Background: an optimization exercise with open tools, aiming at a short achievable clock period and few clock cycles. Do not read the settings as production practice. In this exercise RTL edits were held to simulation tests only and were not proved equivalent to the original. Power is estimated from default activity; no workload was simulated.

==> design/flow/design.v <==
module lj372_core (
    input  wire        clk,
    input  wire        rst,             
    output reg         mem_req,
    output reg         mem_we,
    output reg  [11:0] mem_addr,
    output reg  [15:0] mem_wdata,
    input  wire        mem_ready,
    input  wire [15:0] mem_rdata,
    input  wire        con_in_valid,
    input  wire [7:0]  con_in_data,
    output reg         con_in_ready,
    output reg         con_out_valid,
    output reg  [7:0]  con_out_data,
    input  wire        con_out_ready,
    output wire        halted,
    output wire        faulted,
    input  wire [3:0]  dbg_sel,
    output reg  [15:0] dbg_data
);
    localparam [15:0] LOAD_BASE = 16'h3000;
    localparam [3:0] OP_BR   = 4'h0, OP_ADD  = 4'h1, OP_LD   = 4'h2, OP_ST   = 4'h3,
                     OP_JSR  = 4'h4, OP_AND  = 4'h5, OP_LDR  = 4'h6, OP_STR  = 4'h7,
                     OP_INV  = 4'h8, OP_NOT  = 4'h9, OP_LDI  = 4'hA, OP_STI  = 4'hB,
                     OP_JMP  = 4'hC, OP_PP   = 4'hD, OP_LEA  = 4'hE, OP_TRAP = 4'hF;
    localparam [4:0] S_FETCH   = 5'd0,
                     S_IFILL   = 5'd1,
                     S_DECODE  = 5'd2,
                     S_EVAL    = 5'd3,
                     S_OPER    = 5'd4,
                     S_EXEC    = 5'd5,
                     S_STORE   = 5'd6,
                     S_DC_LOOK = 5'd7,
                     S_DC_WB   = 5'd8,
                     S_DC_FILL = 5'd9,
                     S_RAW     = 5'd10,
                     S_GETC    = 5'd11,
                     S_OUTC    = 5'd12,
                     S_PUTS    = 5'd13,
                     S_PUTS_CHK= 5'd14,
                     S_PUTS_OUT= 5'd15,
                     S_HALT    = 5'd16,
                     S_FAULT   = 5'd17;
    reg  [4:0]  state;
    reg  [15:0] regs [0:7];
    reg  [15:0] pc;
    reg  [2:0]  cc;             
    reg  [15:0] ir;
    reg  [15:0] ea;
    reg  [15:0] mar;
    reg  [15:0] result;
    reg  [15:0] fault_addr;
    reg  [15:0] puts_ptr;
    reg  [15:0] ic_word  [0:7];
    reg  [8:0]  ic_tag   [0:7];
    reg  [7:0]  ic_valid;
    reg  [15:0] dc_word  [0:7];
    reg  [8:0]  dc_tag   [0:7];
    reg  [7:0]  dc_valid;
    reg  [7:0]  dc_dirty;
    reg  [11:0] dc_off;
    reg         dc_we;
    reg  [15:0] dc_wdata;
    reg  [15:0] dc_rdata;       
    reg  [4:0]  dc_ret;
    function [15:0] offset_of(input [15:0] a);
        offset_of = a - LOAD_BASE;
    endfunction
    function in_range(input [15:0] a);
        reg [15:0] o;
        begin
            o = a - LOAD_BASE;
            in_range = (o[15:12] == 4'h0);
        end
    endfunction
    function [2:0] cc_of(input [15:0] v);
        cc_of = v[15] ? 3'b100 : (v == 16'h0000) ? 3'b010 : 3'b001;
    endfunction
    wire [3:0]  op     = ir[15:12];
    wire [2:0]  f_dr   = ir[11:9];
    wire [2:0]  f_sr1  = ir[8:6];
    wire [2:0]  f_sr2  = ir[2:0];
    wire [15:0] sext5  = {{11{ir[4]}}, ir[4:0]};
    wire [15:0] sext6  = {{10{ir[5]}}, ir[5:0]};
    wire [15:0] sext9  = {{7{ir[8]}},  ir[8:0]};
    wire [15:0] sext11 = {{5{ir[10]}}, ir[10:0]};
    reg  [15:0] off;
    reg         ben;
    wire [15:0] x_sr1 = regs[f_sr1];
    wire [15:0] x_sr2 = regs[f_sr2];
    wire [15:0] x_dr  = regs[f_dr];
    wire [15:0] x_r6  = regs[6];
    wire [15:0] x_r0  = regs[0];
    wire [15:0] pc_off   = offset_of(pc);
    wire [2:0]  pc_idx   = pc_off[2:0];
    wire [8:0]  pc_tag   = pc_off[11:3];
    wire        ic_hit   = ic_valid[pc_idx] && (ic_tag[pc_idx] == pc_tag);
    wire [2:0]  dc_idx   = dc_off[2:0];
    wire [8:0]  dc_tg    = dc_off[11:3];
    wire        dc_hit   = dc_valid[dc_idx] && (dc_tag[dc_idx] == dc_tg);
    wire        dc_evict = dc_valid[dc_idx] && dc_dirty[dc_idx] && (dc_tag[dc_idx] != dc_tg);
    wire [15:0] sp_dec   = x_r6 - 16'd1;
    wire [15:0] puts_addr = x_r0 + puts_ptr;
    wire [15:0] opb = ir[5] ? sext5 : x_sr2;
    always @(*) begin
        case (op)
            OP_LD, OP_ST, OP_LDI, OP_STI, OP_LEA, OP_BR: off = sext9;
            OP_LDR, OP_STR:                              off = sext6;
            OP_JSR:                                      off = ir[11] ? sext11 : 16'h0000;
            default:                                     off = 16'h0000;
        endcase
        ben = |(cc & ir[11:9]);
    end
    assign halted  = (state == S_HALT);
    assign faulted = (state == S_FAULT);
    always @(*) begin
        case (dbg_sel)
            4'd0, 4'd1, 4'd2, 4'd3,
            4'd4, 4'd5, 4'd6, 4'd7: dbg_data = regs[dbg_sel[2:0]];
            4'd8:                   dbg_data = pc;
            4'd9:                   dbg_data = {13'h0000, cc};
            4'd10:                  dbg_data = fault_addr;
            default:                dbg_data = 16'h0000;
        endcase
    end
    integer i;
    task automatic start_dc(input [15:0] a, input we, input [15:0] wd, input [4:0] ret);
        begin
            dc_off   <= a[11:0] - LOAD_BASE[11:0];
            dc_we    <= we;
            dc_wdata <= wd;
            dc_ret   <= ret;
            state    <= S_DC_LOOK;
        end
    endtask
    task automatic raise_fault(input [15:0] a);
        begin
            fault_addr <= a;
            pc         <= mar;       
            state      <= S_FAULT;
        end
    endtask
    always @(posedge clk) begin
        if (rst) begin
            state         <= S_FETCH;
            pc            <= LOAD_BASE;
            cc            <= 3'b010;
            ir            <= 16'h0000;
            ea            <= 16'h0000;
            mar           <= 16'h0000;
            result        <= 16'h0000;
            fault_addr    <= 16'h0000;
            puts_ptr      <= 16'h0000;
            dc_off        <= 12'h000;
            dc_we         <= 1'b0;
            dc_wdata      <= 16'h0000;
            dc_rdata      <= 16'h0000;
            dc_ret        <= S_FETCH;
            ic_valid      <= 8'h00;
            dc_valid      <= 8'h00;
            dc_dirty      <= 8'h00;
            mem_req       <= 1'b0;
            mem_we        <= 1'b0;
            mem_addr      <= 12'h000;
            mem_wdata     <= 16'h0000;
            con_in_ready  <= 1'b0;
            con_out_valid <= 1'b0;
            con_out_data  <= 8'h00;
            for (i = 0; i < 8; i = i + 1)
                regs[i] <= 16'h0000;
        end else begin
            case (state)
                S_FETCH: begin
                    mar <= pc;
                    if (!in_range(pc)) begin
                        fault_addr <= pc;
                        state      <= S_FAULT;
                    end else if (ic_hit) begin
                        ir    <= ic_word[pc_idx];
                        pc    <= pc + 16'd1;
                        state <= S_DECODE;
                    end else begin
                        mem_req  <= 1'b1;
                        mem_we   <= 1'b0;
                        mem_addr <= pc_off[11:0];
                        state    <= S_IFILL;
                    end
                end
                S_IFILL: begin
                    if (mem_ready) begin
                        mem_req           <= 1'b0;
                        ic_word[pc_idx]   <= mem_rdata;
                        ic_tag[pc_idx]    <= pc_tag;
                        ic_valid[pc_idx]  <= 1'b1;
                        ir                <= mem_rdata;
                        pc                <= pc + 16'd1;
                        state             <= S_DECODE;
                    end
                end
                S_DECODE: begin
                    state <= S_EVAL;
                end
                S_EVAL: begin
                    state <= S_OPER;
                    case (op)
                        OP_TRAP: ea <= {8'h00, ir[7:0]};
                        OP_LD, OP_ST: ea <= pc + off;
                        OP_LDR, OP_STR: ea <= x_sr1 + off;
                        OP_BR: if (ben) pc <= pc + off;
                        OP_LDI, OP_STI: begin
                            if (!in_range(pc + off))
                                raise_fault(pc + off);
                            else
                                start_dc(pc + off, 1'b0, 16'h0000, S_OPER);
                        end
                        default: ;
                    endcase
                end
                S_OPER: begin
                    state <= S_EXEC;
                    case (op)
                        OP_LD, OP_LDR: begin
                            if (!in_range(ea))
                                raise_fault(ea);
                            else
                                start_dc(ea, 1'b0, 16'h0000, S_EXEC);
                        end
                        OP_LDI: begin
                            if (!in_range(dc_rdata))
                                raise_fault(dc_rdata);
                            else begin
                                ea <= dc_rdata;
                                start_dc(dc_rdata, 1'b0, 16'h0000, S_EXEC);
                            end
                        end
                        OP_STI: ea <= dc_rdata;
                        default: ;
                    endcase
                end
                S_EXEC: begin
                    state <= S_STORE;
                    case (op)
                        OP_ADD: begin
                            result <= x_sr1 + opb;
                            cc     <= cc_of(x_sr1 + opb);
                        end
                        OP_AND: begin
                            result <= x_sr1 & opb;
                            cc     <= cc_of(x_sr1 & opb);
                        end
                        OP_NOT: begin
                            result <= ~x_sr1;
                            cc     <= cc_of(~x_sr1);
                        end
                        OP_JMP: pc <= x_sr1;
                        OP_JSR: begin
                            regs[7] <= pc;
                            if (ir[11]) pc <= pc + off;
                            else        pc <= (f_sr1 == 3'd7) ? pc : x_sr1;
                        end
                        OP_PP: begin
                            if (!ir[5]) begin
                                if (!in_range(sp_dec))
                                    raise_fault(sp_dec);
                                else begin
                                    mem_req   <= 1'b1;
                                    mem_we    <= 1'b1;
                                    mem_addr  <= sp_dec[11:0] - LOAD_BASE[11:0];
                                    mem_wdata <= (f_dr == 3'd6) ? sp_dec : x_dr;
                                    state     <= S_RAW;
                                end
                            end else begin
                                if (!in_range(x_r6))
                                    raise_fault(x_r6);
                                else begin
                                    mem_req  <= 1'b1;
                                    mem_we   <= 1'b0;
                                    mem_addr <= x_r6[11:0] - LOAD_BASE[11:0];
                                    state    <= S_RAW;
                                end
                            end
                        end
                        OP_TRAP: begin
                            case (ea[7:0])
                                8'h20: begin
                                    con_in_ready <= 1'b1;
                                    state        <= S_GETC;
                                end
                                8'h21: begin
                                    con_out_valid <= 1'b1;
                                    con_out_data  <= x_r0[7:0];
                                    state         <= S_OUTC;
                                end
                                8'h22: begin
                                    puts_ptr <= 16'h0000;
                                    state    <= S_PUTS;
                                end
                                8'h25: state <= S_HALT;
                                default: ;
                            endcase
                        end
                        default: ;
                    endcase
                end
                S_STORE: begin
                    state <= S_FETCH;
                    case (op)
                        OP_ADD, OP_AND, OP_NOT: regs[f_dr] <= result;
                        OP_LD, OP_LDR, OP_LDI: begin
                            regs[f_dr] <= dc_rdata;
                            cc         <= cc_of(dc_rdata);
                        end
                        OP_ST, OP_STR, OP_STI: begin
                            if (!in_range(ea))
                                raise_fault(ea);
                            else
                                start_dc(ea, 1'b1, x_dr, S_FETCH);
                        end
                        OP_LEA: begin
                            regs[f_dr] <= pc + off;
                            cc         <= cc_of(pc + off);
                        end
                        default: ;
                    endcase
                end
                S_DC_LOOK: begin
                    if (dc_hit) begin
                        if (dc_we) begin
                            dc_word[dc_idx]  <= dc_wdata;
                            dc_dirty[dc_idx] <= 1'b1;
                        end else begin
                            dc_rdata <= dc_word[dc_idx];
                        end
                        state <= dc_ret;
                    end else if (dc_evict) begin
                        mem_req   <= 1'b1;
                        mem_we    <= 1'b1;
                        mem_addr  <= {dc_tag[dc_idx], dc_idx};
                        mem_wdata <= dc_word[dc_idx];
                        state     <= S_DC_WB;
                    end else if (dc_we) begin
                        dc_word[dc_idx]  <= dc_wdata;
                        dc_tag[dc_idx]   <= dc_tg;
                        dc_valid[dc_idx] <= 1'b1;
                        dc_dirty[dc_idx] <= 1'b1;
                        state            <= dc_ret;
                    end else begin
                        mem_req  <= 1'b1;
                        mem_we   <= 1'b0;
                        mem_addr <= dc_off;
                        state    <= S_DC_FILL;
                    end
                end
                S_DC_WB: begin
                    if (mem_ready) begin
                        dc_dirty[dc_idx] <= 1'b0;
                        if (dc_we) begin
                            mem_req          <= 1'b0;
                            dc_word[dc_idx]  <= dc_wdata;
                            dc_tag[dc_idx]   <= dc_tg;
                            dc_valid[dc_idx] <= 1'b1;
                            dc_dirty[dc_idx] <= 1'b1;
                            state            <= dc_ret;
                        end else begin
                            mem_req  <= 1'b1;
                            mem_we   <= 1'b0;
                            mem_addr <= dc_off;
                            state    <= S_DC_FILL;
                        end
                    end
                end
                S_DC_FILL: begin
                    if (mem_ready) begin
                        mem_req          <= 1'b0;
                        dc_word[dc_idx]  <= mem_rdata;
                        dc_tag[dc_idx]   <= dc_tg;
                        dc_valid[dc_idx] <= 1'b1;
                        dc_dirty[dc_idx] <= 1'b0;
                        dc_rdata         <= mem_rdata;
                        state            <= dc_ret;
                    end
                end
                S_RAW: begin
                    if (mem_ready) begin
                        mem_req <= 1'b0;
                        state   <= S_STORE;
                        if (!ir[5]) begin
                            regs[6] <= sp_dec;
                        end else begin
                            regs[f_dr] <= mem_rdata;
                            regs[6]    <= (f_dr == 3'd6) ? mem_rdata + 16'd1 : x_r6 + 16'd1;
                        end
                    end
                end
                S_GETC: begin
                    if (con_in_valid) begin
                        con_in_ready <= 1'b0;
                        regs[0]      <= {8'h00, con_in_data};
                        state        <= S_STORE;
                    end
                end
                S_OUTC: begin
                    if (con_out_ready) begin
                        con_out_valid <= 1'b0;
                        state         <= S_STORE;
                    end
                end
                S_PUTS: begin
                    if (!in_range(puts_addr))
                        raise_fault(puts_addr);
                    else
                        start_dc(puts_addr, 1'b0, 16'h0000, S_PUTS_CHK);
                end
                S_PUTS_CHK: begin
                    if (dc_rdata == 16'h0000) begin
                        state <= S_STORE;
                    end else begin
                        con_out_valid <= 1'b1;
                        con_out_data  <= dc_rdata[7:0];
                        state         <= S_PUTS_OUT;
                    end
                end
                S_PUTS_OUT: begin
                    if (con_out_ready) begin
                        con_out_valid <= 1'b0;
                        puts_ptr      <= puts_ptr + 16'd1;
                        state         <= S_PUTS;
                    end
                end
                S_HALT:  state <= S_HALT;
                S_FAULT: state <= S_FAULT;
                default: state <= S_FAULT;
            endcase
        end
    end
endmodule
==> design/flow/run.sh <==
#!/bin/bash
# synth_recipe.tcl (not shown) runs the flow's synth.tcl, then flattens the netlist and writes it again
# the make line also repeats each setting of config.mk as NAME=value (left out here)
make -C /OpenROAD-flow-scripts/flow DESIGN_CONFIG=/design/flow/config.mk WORK_HOME=/design/flow/orfs CLKGATE_MAP_FILE= SYNTH_SCRIPT=/design/flow/synth_recipe.tcl finish
==> design/flow/config.mk <==
export PLATFORM = sky130hd
export DESIGN_NAME = lj372_core
export DESIGN_NICKNAME = lj372_core
export VERILOG_FILES = /design/flow/design.v
export SDC_FILE = /design/flow/constraint.sdc
export NUM_CORES = 4
export LEC_CHECK = 0
export CAP_MARGIN = 20
export CORE_MARGIN = 2
export CORE_UTILIZATION = 40
export SLEW_MARGIN = 20
==> design/flow/constraint.sdc <==
create_clock -name core_clock -period 10.0 [get_ports {clk}]
set_input_delay 2.0000 -clock core_clock [delete_from_list [all_inputs] [get_ports {clk}]]
set_output_delay 2.0000 -clock core_clock [all_outputs]
set_load 0.01 [all_outputs]
==> results.ini <==
[final_layout]
area_growth_pct = 12.6
nets = 4034
final_design_area_no_fill_sq_um = 48800
final_cell_mix = edfxtp_1 (528), nor2_1 (423), nand2_1 (374)
fillers = 9841
num_antenna_cells = 0
final_cells = 5412
final_common_cell = edfxtp_1
drive_gt1_share_pct = 15.5

[floorplanning]
die_w_um = 333
start_util_pct = 40.4
num_rows = 120
fp.coreArea_sq_um = 107000
io_pins = 91
die_area_sq_um = 111000
die-height_um = 333

[placed_design]
placed_cell_area_sq_um = 45900
post-place-cells = 5252
gp_congestion = 1.02
place_hpwl_um = 117000
io_buffer_count = 90
dp_slack_ps = 3060

[critical_path]
critical_path_buf_inv_count = 0
crit_required_ps = 10550
crit_type = register to register
cp_cell_sequence = nand2_1 -> nand2_2 -> a21oi_1 -> and2_1 -> ha_1 -> fa_1 -> a21oi_1 -> o211ai_1 -> or2_1 -> maj3_2 -> a221oi_2 -> mux2i_1 -> xnor2_1 -> or4_1 -> a211o_2 -> mux2_4
startpoint_type = register
cp.arrival_ps = 7460
critPathMaxFanout = 27
path_common_cell = a21oi_1
endpoint_kind = register
cp_slowest_cell = dfxtp_1
max_stage_delay_ps = 930
cp_top_family = simple AND/OR/NAND/NOR gates

[routing]
firstDrtPassIters = 6
wl_um = 166000
wire_per_inst_um = 30.6
vias_per_cell = 6.47
postRouteAntennaNets = 0
drc = 0
drt_iter0_drc = 5208
via_count = 35000

[cts]
numCtsBuffers = 86
cts_buffer_depth = 3
clkTransAtPathRegs_ps = 70
postCtsSetupRepairBufs = 0
htreeDepth = 3
clock-sinks = 772
root_buffer = clkbuf_16
hold_buffers = 0
cts_tree = yes
cts_resized = 0
insertion_delay_ps = 680

[synth]
async_flop_share_pct = 0
synth_edf_count = 528
syn_area_sq_um = 43400
synth_area_per_cell_sq_um = 11.0
netlist_top_cells_area = edfxtp_1 (37%), mux4_2 (12%), dfxtp_1 (11%)
synthCells = 3936
syn-num-nets = 4032
yosysUniqueCellTypes = 92
ys_seq_elements = 772
ys_seq_area_share_pct = 47.8
synth_largest_area_cell = edfxtp_1
ys_warn_count = 1
synth_top_area_share_pct = 36.6
ys.flop_type = edfxtp_1

[timing]
fin_crit_ps = 6910
setup_ws_ps = 3090
min_period_over_period_pct = 69.1
maxSlewHeadroom_pct = 13.7
max_freq_ghz = 0.145
setup_violations = 0
finalSetupTns_ps = 0
slew_violations = 0
rsz0062_at_grt = false
finalHoldViolCount = 0
fin_skew_ps = 52.3
tightestPinTransition_ps = 1290

[min_path]
min-delay-path-class = register to register

[outcome]
outcome = timing/DRC/antenna clean

[power]
power.total_mw = 11.4
power.leakage_nw = 16.6
ir_drop_mv = 0.134
power.density_nw_per_um2 = 233

[global_route]
grt.total_usage_pct = 29.2
grt_pass1_vias = 32700
grt_start_max_net_pins = 153
grt_pass1_wl_um = 237000
overflow = 0
antenna_found_initial = 8

[run]
drv_cap = 0

[Yosys cell counts, types with 6 or more instances]
master	instances
a311oi_1	15
a211o_1	24
xor2_1	52
o31ai_1	13
nand2_1	374
buf_2	22
nor2b_1	47
o22ai_1	27
nor2_1	433
a31oi_1	27
edfxtp_1	528
nand2b_1	21
or4_1	11
o21ai_0	209
o41ai_1	12
a22oi_1	33
mux2_2	46
mux4_2	226
or3_1	26
a21o_1	22
a31o_2	6
and2_1	30
clkbuf_1	229
ha_1	59
a221oi_1	57
or2_2	7
mux2i_1	225
buf_1	48
nor3_1	99
o211ai_1	50
inv_1	47
nand3_1	77
nor4_1	32
o221a_2	11
xnor2_1	70
a211oi_1	62
a21oi_1	237
o21bai_1	9
a2111oi_0	7
mux2_4	10
nand4_1	22
o221ai_1	11
and3_1	18
o21a_1	11
dfxtp_1	244
[area by class of cell]
class | instances | area (sq um) | area share (%)
clock buffers | 112 | 2310 | 4.73
repair buffers | 216 | 1850 | 3.78
clock inverters | 47 | 576 | 1.18
well taps | 1403 | 1760 | 3.59
multi-input cells | 2811 | 21400 | 43.8
flip-flops and latches | 772 | 20800 | 42.5
inverters | 51 | 191 | 0.392
[path summary, 6_finish.rpt]
kind / slack, ps / depth (start not counted) / endpoint / start
min reg2reg: 450 / 2 / mem_wdata[11]$_SDFFE_PP0P_ / mem_wdata[11]$_SDFFE_PP0P_
max reg2reg: 3090 / 16 / dc_wdata[6]$_SDFFE_PP0P_ / ir[14]$_SDFFE_PP0P_
max: 3090 / 16 / dc_wdata[6]$_SDFFE_PP0P_ / ir[14]$_SDFFE_PP0P_
min: 450 / 2 / mem_wdata[11]$_SDFFE_PP0P_ / mem_wdata[11]$_SDFFE_PP0P_
[flip-flops by register name, summed over array words and instances, names as in the netlist, 72 cells and up, named ones only]
register / count
ic_tag: 72
ic_word: 128
regs: 128
dc_tag: 72
dc_word: 128
[per-stage QoR]
stage	util, %	hold WS [ps]
2_1_floorplan	-	430
3_3_place_gp	42.8	444
3_5_place_dp	42.8	447
4_1_cts	45.5	455
5_1_grt	45.5	467
6_report	45.5	453
[per-layer routing]
metal	vias up	GRT usage, %	part of all wire [%]
li1	15100	-	-
met4	2	15.5	6.6
met3	463	7.14	11
met1	17300	39.5	39
met5	-	0	0.010
met2	2215	43.4	43
[worst min-delay path, delay by kind of cell, from the launching register on]
kind / cells / cell delay (ps)
flip-flops: 1 / 300
AO/OA/AOI/OAI: 1 / 50
AND/OR/NAND/NOR: 1 / 50
[cells by family after synthesis]
| logic type | count (synthesis) | share of synthesized area (%) |
|---|---|---|
| buf+inv | 353 | 3.16 |
| compound gates | 893 | 13.4 |
| mux | 507 | 18.5 |
| simple gates | 1221 | 12.6 |
| xor+xnor | 123 | 2.52 |
| fa+ha+maj | 67 | 1.98 |
| flops | 772 | 47.8 |
[where the power goes]
group,switching (mW),total (mW),internal [mW]
Sequential,0.297,3.83,3.53
Combinational,2.80,4.31,1.51
Clock,1.35,3.25,1.90
Total,4.44,11.4,6.95
Testbench counts, summed over its fixed seeds: cycles 253,332.

## static timing again, ports no longer ideal
Ports are ideal in the flow. The routed layout listed here was re-timed in OpenROAD.
Step 1: set_driving_cell puts a clkbuf_16 on clk and a buf_2 on each other input, an assumption about the parent block.
Step 2 moves the port delays by t, midway between the first and last clock arrival at a register: inputs arrive t later, outputs are due t later. That takes back most of the time a late clock gives input paths.
Three values: ideal ports, drivers, drivers and shift; two values: the first two.
shift t [ns]: 0.731
setup WS [ns]: 3.093 / 3.093 / 2.888
worst hold slack (ns): 0.453 / 0.453 / 0.453
worst register clock-pin slew, ns: 0.07 / 0.07
pins driven straight from the clock port: 1
After both steps setup and hold are still met in this run. For this run, drivers alone change the setup slack by 0.000 ns; drivers and shift together by -0.205 ns.
